This design comes from an exercise in tuning for small area on the open sky130 flow, not from production work.
At most, simulation tests tie the RTL to the original design; equivalence was not proved.
Power is estimated from default activity; no workload was simulated.

==> job 6455: inputs <==
==> flow/design.v (excerpt) <==
module mcar_timer (
    input  wire        clk,
    input  wire        rst,         
    input  wire [39:0] cmd,
    input  wire        cmd_valid,
    input  wire        tick,        
    input  wire [7:0]  flag0,       
    input  wire [7:0]  flag1,       
    output wire        busy,
    output wire [7:0]  result,
    output wire [7:0]  fault,
    output wire [5:0]  pin_dir,
    output wire [5:0]  pin_out,
    output wire [7:0]  cb_out,
    output reg         cb_strobe
);
export LEC_CHECK = 0
export CAP_MARGIN = 20
export CORE_MARGIN = 2
export CORE_UTILIZATION = 40
export GPL_TIMING_DRIVEN = 0
export SLEW_MARGIN = 20
create_clock -name core_clock -period 14.0 [get_ports {clk}]
standard.sh (not shown) runs the stock make flow with config.mk's settings and CLKGATE_MAP_FILE= SYNTH_SCRIPT=/design/flow/synth_recipe.tcl, a recipe that flattens the netlist after the stock synthesis.
==> flow/flow/run.sh <==
#!/bin/bash
# Standard ORFS layout (the standard.sh, standard synthesis unchanged) with two
# changes: the port buffers use the smallest buffer cell, and CTS builds a small tree
# (one sink cluster, clkbuf_8, no dummy loads).
set -euo pipefail
export BUFFER_PORTS_ARGS="-buffer_cell sky130_fd_sc_hd__buf_1"
export CTS_ARGS="-sink_clustering_enable -repair_clock_nets -dont_use_dummy_load -sink_clustering_size 100 -sink_clustering_max_diameter 500 -buf_list sky130_fd_sc_hd__clkbuf_8"
bash standard.sh finish > standard_flow.log 2>&1
==> inputs of job 8132, as changes to job 6455 <==
==> flow/flow/run.sh (replaced) <==
#!/bin/bash
# Standard ORFS layout (the standard.sh, standard synthesis unchanged) with these
# changes: the port buffers use the smallest buffer cell, CTS builds a small tree
# (clkbuf_8, no dummy loads), and after global routing the resizer downsizes cells
# on paths with positive slack (RECOVER_POWER), then repairs slew and capacitance again.
set -euo pipefail
HERE="$(cd "$(dirname "${BASH_SOURCE[0]}")" && pwd)"
export BUFFER_PORTS_ARGS="-buffer_cell sky130_fd_sc_hd__buf_1"
export CTS_ARGS="-sink_clustering_enable -repair_clock_nets -dont_use_dummy_load -sink_clustering_size 100 -sink_clustering_max_diameter 500 -buf_list sky130_fd_sc_hd__clkbuf_8"
export RECOVER_POWER=100
export POST_GLOBAL_ROUTE_TCL="$HERE/post_grt.tcl"
bash standard.sh finish > standard_flow.log 2>&1
==> flow/flow/post_grt.tcl (new file) <==
# After power recovery: repair max slew and capacitance again, then legalize and
# reroute the nets that changed.
global_route -start_incremental
repair_design -slew_margin 20 -cap_margin 20
detailed_placement
global_route -end_incremental
estimate_parasitics -global_routing
--- a/flow/config.mk
+++ b/flow/config.mk
@@ -8,5 +8,4 @@
 export CAP_MARGIN = 20
 export CORE_MARGIN = 2
 export CORE_UTILIZATION = 40
-export GPL_TIMING_DRIVEN = 0
 export SLEW_MARGIN = 20
==> inputs of job 9882, as changes to job 6455 <==
--- a/flow/config.mk
+++ b/flow/config.mk
@@ -7,6 +7,6 @@
 export LEC_CHECK = 0
 export CAP_MARGIN = 20
 export CORE_MARGIN = 2
-export CORE_UTILIZATION = 40
+export CORE_UTILIZATION = 60
 export GPL_TIMING_DRIVEN = 0
 export SLEW_MARGIN = 20
==> comparison table <==
| quantity | job 8132 | job 6455 | job 9882 |
|---|---|---|---|
| Routed length on met2 | 7390 um | 8010 um | 7820 um |
| Number of core rows | 47 | 47 | 38 |
| Met3 Resource Use GR | 3.17% | 3.93% | 7.23% |
| Status | complete, no violations | complete, no violations | complete, no violations |
| Router iterations before antenna repair | 6 | 4 | 5 |
| Routed length per placed instance | 16.3 um | 16.5 um | 17.8 um |
| Combinational power | 136 uW | 144 uW | 153 uW |
| Combined area of the multi-input logic cells | 4270 um2 | 4330 um2 | 4340 um2 |
| Pin count of the biggest net entering global routing | 59 | 26 | 26 |
| Required @ worst endpoint | 14.13 ns | 14.13 ns | 14.16 ns |
| Count of placed standard cells in the final layout, fillers left out | 1,020 | 1,058 | 979 |
| Starting density of the core | 40.9% | 40.9% | 62.1% |
| Unrepaired setup endpoints after global routing | - | no | no |
| Met3 layer wire length in the routed design | 1020 um | 1020 um | 1490 um |
| Share of final layout cell area taken by clock buffers and inverters | 1.67% | 1.62% | 1.64% |
| Start point of the worst min-delay path | cb[6] | cb[2] | cb[7] |
| Actual transition at the worst max-transition pin | 0.933 ns | 1.02 ns | 0.827 ns |
| R2R depth | 34 | 36 | 36 |
| Final instance area | 7400 um2 | 7640 um2 | 7560 um2 |
| Number of global-route vias before repair | 5,218 | 5,380 | 5,563 |
| Layout Skew | 0.0353 ns | 0.0455 ns | 0.0287 ns |
| Std-Cell Core Area | 16,600 um2 | 16,600 um2 | 10,900 um2 |
| Min cycle time layout | 13.58 ns | 13.58 ns | 13.57 ns |
No run of this note included a check of the RTL's function; only the layout flow was run.

========
==> trial 70 <==
mcar_timer, a different RTL version from the one above (not shown whole).
export LEC_CHECK = 0
export CAP_MARGIN = 20
export CORE_MARGIN = 2
export CORE_UTILIZATION = 40
export SLEW_MARGIN = 20
create_clock -name core_clock -period 14.0 [get_ports {clk}]
==> flow/flow/run.sh <==
#!/bin/bash
# Standard ORFS layout (the standard.sh, standard synthesis unchanged) with these
# changes: the port buffers use the smallest buffer cell, CTS builds a small tree
# (clkbuf_8, no dummy loads), and after global routing the resizer downsizes cells
# on paths with positive slack (RECOVER_POWER).
set -euo pipefail
export BUFFER_PORTS_ARGS="-buffer_cell sky130_fd_sc_hd__buf_1"
export CTS_ARGS="-sink_clustering_enable -repair_clock_nets -dont_use_dummy_load -sink_clustering_size 100 -sink_clustering_max_diameter 500 -buf_list sky130_fd_sc_hd__clkbuf_8"
export RECOVER_POWER=100
bash standard.sh finish > standard_flow.log 2>&1
==> inputs of build 40, as changes to trial 70 <==
--- a/flow/design.v
+++ b/flow/design.v
@@ -100,41 +100,43 @@
     wire [15:0] plan_n1 = (m_zero || !stack_empty) ? 16'd0 : s[27:12];
     wire        lo_n7   = (s[2:0] != 3'd7);
     wire [8:0]  qx;
     mt_add #(9) u_q (.a(s[11:3]), .b(~{7'd0, short & lo_n7, short ^ lo_n7}), .ci(1'b1), .s(qx));
     wire        q_zero  = m_zero || (!short && s[11:3] == 9'd0 && lo_n7);
     wire [7:0]  plan_q  = q_zero ? 8'd0 : qx[8:1];
-    wire [15:0] isr_inc;
+    wire        isr_step = !flt && ovf_pend;
     wire        isr_done_cnt;
-    mt_inc #(16) u_isr_inc (.a(isr_cnt), .ci(1'b1), .s(isr_inc), .co());
     mt_ge  #(16) u_isr_ge  (.a(isr_cnt), .b(need1), .ge(isr_done_cnt));
+    wire        isr_done  = isr_done_cnt || tflag_up;
+    wire        isr_clear = isr_step && isr_done;
+    wire [15:0] isr_inc;
+    mt_inc #(16) u_isr_inc (.a(isr_cnt), .ci(isr_step && !isr_done), .s(isr_inc), .co());
+    wire        poll_step = !flt && !ovf_pend && dpoll_act && t_tov;
     wire [15:0] poll_dec;
     wire        poll_zero;
-    mt_inc #(16) u_poll (.a(poll_left), .ci(1'b1), .s(poll_dec), .co(poll_zero));
+    mt_inc #(16) u_poll (.a(poll_left), .ci(poll_step), .s(poll_dec), .co(poll_zero));
     reg        n_run, n_toie, n_tov, n_pend, n_mstop, n_flt, n_pdir;
     reg        n_ena0, n_ena1, n_pwm, n_strobe;
     reg [7:0]  n_k, n_cb;
-    reg [15:0] n_need1, n_isr_cnt, n_poll_left;
+    reg [15:0] n_need1, n_poll_left;
     reg [1:0]  n_tref, n_mref, n_res, n_ph;
     reg [3:0]  n_on;
     reg        n_dpoll, n_setdc, n_rot;
     reg        raise_fault, start;
     reg  [7:0] k_mux;
     reg        k_tick;
     wire [7:0] k_dec;
     wire       k_ovf;
     mt_inc #(8) u_k (.a(k_mux), .ci(k_tick), .s(k_dec), .co(k_ovf));
     always @(*) begin
         n_run       = t_run;
-        n_k         = t_k;
         n_toie      = t_toie;
         n_tov       = t_tov;
         n_pend      = ovf_pend;
         n_need1     = need1;
-        n_isr_cnt   = isr_cnt;
-        n_poll_left = poll_left;
+        n_poll_left = poll_dec;
         n_tref      = tref;
         n_mref      = mref;
         n_cb        = cb;
         n_mstop     = mstop;
         n_res       = res;
         n_flt       = flt;
@@ -152,21 +154,18 @@
         start       = 1'b0;
         k_mux       = t_k;
         k_tick      = 1'b0;
         if (flt) begin
         end else if (ovf_pend) begin
             n_pend = 1'b0;
-            if (isr_done_cnt || tflag_up) begin
-                n_isr_cnt = 16'd0;
+            if (isr_done) begin
                 n_run     = 1'b0;
                 if (cb == 8'd1)
                     n_mstop = 1'b1;
                 else if (cb != 8'd0)
                     n_strobe = 1'b1;
-            end else begin
-                n_isr_cnt = isr_inc;
             end
         end else begin
             if (stack_empty) begin
                 if (cmd_valid) begin
                     if (cmd_reserved) begin
                         n_res = 2'd1;
@@ -251,14 +250,12 @@
                 if (t_tov) begin
                     n_tov = 1'b0;
                     if (poll_zero || tflag_up) begin
                         n_run   = 1'b0;
                         n_dpoll = 1'b0;
                         if (!setdc_act && !rot_act) n_res = 2'd0;
-                    end else begin
-                        n_poll_left = poll_dec;
                     end
                 end
             end else if (setdc_act) begin
                 case (setdc_ph)
                     S_TEST: begin
                         if (mref == 2'd0) begin
@@ -290,25 +287,24 @@
                 n_rot  = 1'b0;
                 n_res  = 2'd0;
             end
             if (start) begin
                 n_need1     = plan_n1;
                 n_poll_left = ~plan_n1;
-                n_k         = ~plan_q;
+                k_mux       = ~plan_q;
                 n_run       = 1'b1;
                 n_dpoll     = 1'b1;
             end
-            k_mux = n_k;
             k_tick = !raise_fault && tick && n_run;
             if (k_ovf) begin
                 n_tov = 1'b1;
                 if (t_toie) n_pend = 1'b1;
             end
-            n_k = k_dec;
         end
         if (raise_fault) n_flt = 1'b1;
+        n_k = k_dec;
     end
     always @(posedge clk) begin
         if (rst) begin
             t_run     <= 1'b0;
             t_toie    <= 1'b0;
             t_tov     <= 1'b0;
@@ -330,13 +326,13 @@
             rot_act   <= 1'b0;
         end else begin
             t_run     <= n_run;
             t_toie    <= n_toie;
             t_tov     <= n_tov;
             ovf_pend  <= n_pend;
-            isr_cnt   <= n_isr_cnt;
+            isr_cnt   <= isr_clear ? 16'd0 : isr_inc;
             tref      <= n_tref;
             mref      <= n_mref;
             cb        <= n_cb;
             mstop     <= n_mstop;
             res       <= n_res;
             flt       <= n_flt;
@@ -369,26 +365,12 @@
     genvar i;
     generate for (i = 0; i < W; i = i + 1) begin : g
         assign s[i]   = a[i] ^ b[i] ^ c[i];
         assign c[i+1] = (a[i] & b[i]) | (c[i] & (a[i] ^ b[i]));
     end endgenerate
 endmodule
-module mt_dec #(parameter W = 8) (
-    input  wire [W-1:0] a,
-    output wire [W-1:0] d,
-    output wire         z
-);
-    wire [W:0] b;
-    assign b[0] = 1'b1;
-    genvar i;
-    generate for (i = 0; i < W; i = i + 1) begin : g
-        assign d[i]   = a[i] ^ b[i];
-        assign b[i+1] = b[i] & ~a[i];
-    end endgenerate
-    assign z = b[W];
-endmodule
 module mt_inc #(parameter W = 8) (
     input  wire [W-1:0] a,
     input  wire         ci,
     output wire [W-1:0] s,
     output wire         co
 );
==> flow/flow/run.sh (replaced) <==
#!/bin/bash
# Standard ORFS layout (the standard.sh, standard synthesis unchanged) with two
# changes: the port buffers use the smallest buffer cell, and CTS builds a small tree
# (one sink cluster, clkbuf_8, no dummy loads).
set -euo pipefail
export BUFFER_PORTS_ARGS="-buffer_cell sky130_fd_sc_hd__buf_1"
export CTS_ARGS="-sink_clustering_enable -repair_clock_nets -dont_use_dummy_load -sink_clustering_size 100 -sink_clustering_max_diameter 500 -buf_list sky130_fd_sc_hd__clkbuf_8"
bash standard.sh finish > standard_flow.log 2>&1
==> run summary <==
Vias in the first global route: build 40 5218; trial 70 5248
Run status: build 40 complete, no violations; trial 70 complete, no violations
Met3 global-route usage: build 40 3.17%; trial 70 3.09%
Layout multi-input combinational cell count: build 40 531; trial 70 549
Wire per inst: build 40 16.3 um; trial 70 16.2 um
Cell area reported after detailed placement: build 40 0.00725 mm2; trial 70 0.00748 mm2
Worst hold slack: build 40 0.463 ns; trial 70 0.464 ns
Overall routing resource usage: build 40 19.2%; trial 70 19.0%
Maximum number of pins on one net before global-route repair: build 40 59; trial 70 37
Total design power: build 40 555 uW; trial 70 557 uW
Proportion of power drawn by flip-flops and latches: build 40 48.9%; trial 70 50.4%
Critical path's largest stage delay: build 40 0.47 ns; trial 70 0.46 ns
Avg Synthesized Cell Area: build 40 9.25 um2; trial 70 9.17 um2
Proportion of cell area occupied by registers: build 40 27.3%; trial 70 30.0%
Internal Pwr Total: build 40 390 uW; trial 70 390 uW
The RTL of trial 70 was laid out without a check of its function.

-- port drivers added, routing unchanged --
How much do the figures lean on ideal ports? The routed layouts below were timed once more, with nothing changed but the port constraints.
Step 1, drivers: a clkbuf_16 drives clk and a buf_2 each remaining input, both assumed.
Step 2 also shifts input and output timing later by t, the mid clock arrival at the registers, as if the neighbouring blocks saw the same clock.
Three values: ideal, step 1, step 2; two values: the first two.
run | t, ns | slack for setup (ns) | worst setup path after step 2 | slew at the worst register clock pin (ns) | worst slew at a driven data input, ns
job 6455 | 0.412 | 0.425 / 0.442 / 0.030 | input to register | 0.12 / 0.12 | 0.04
job 8132 | 0.406 | 0.419 / 0.437 / 0.030 | input to register | 0.10 / 0.10 | 0.04
job 9882 | 0.407 | 0.433 / 0.448 / 0.041 | input to register | 0.10 / 0.10 | 0.04
trial 70 | 0.414 | 0.445 / 0.460 / 0.046 | input to register | 0.11 / 0.11 | 0.07
build 40 | 0.407 | 0.418 / 0.436 / 0.028 | input to register | 0.10 / 0.10 | 0.04
After both steps every run listed still meets setup and hold. The setup slack of trial 70, which loses most, moves by +0.015 ns with the drivers and by -0.399 ns with both steps.
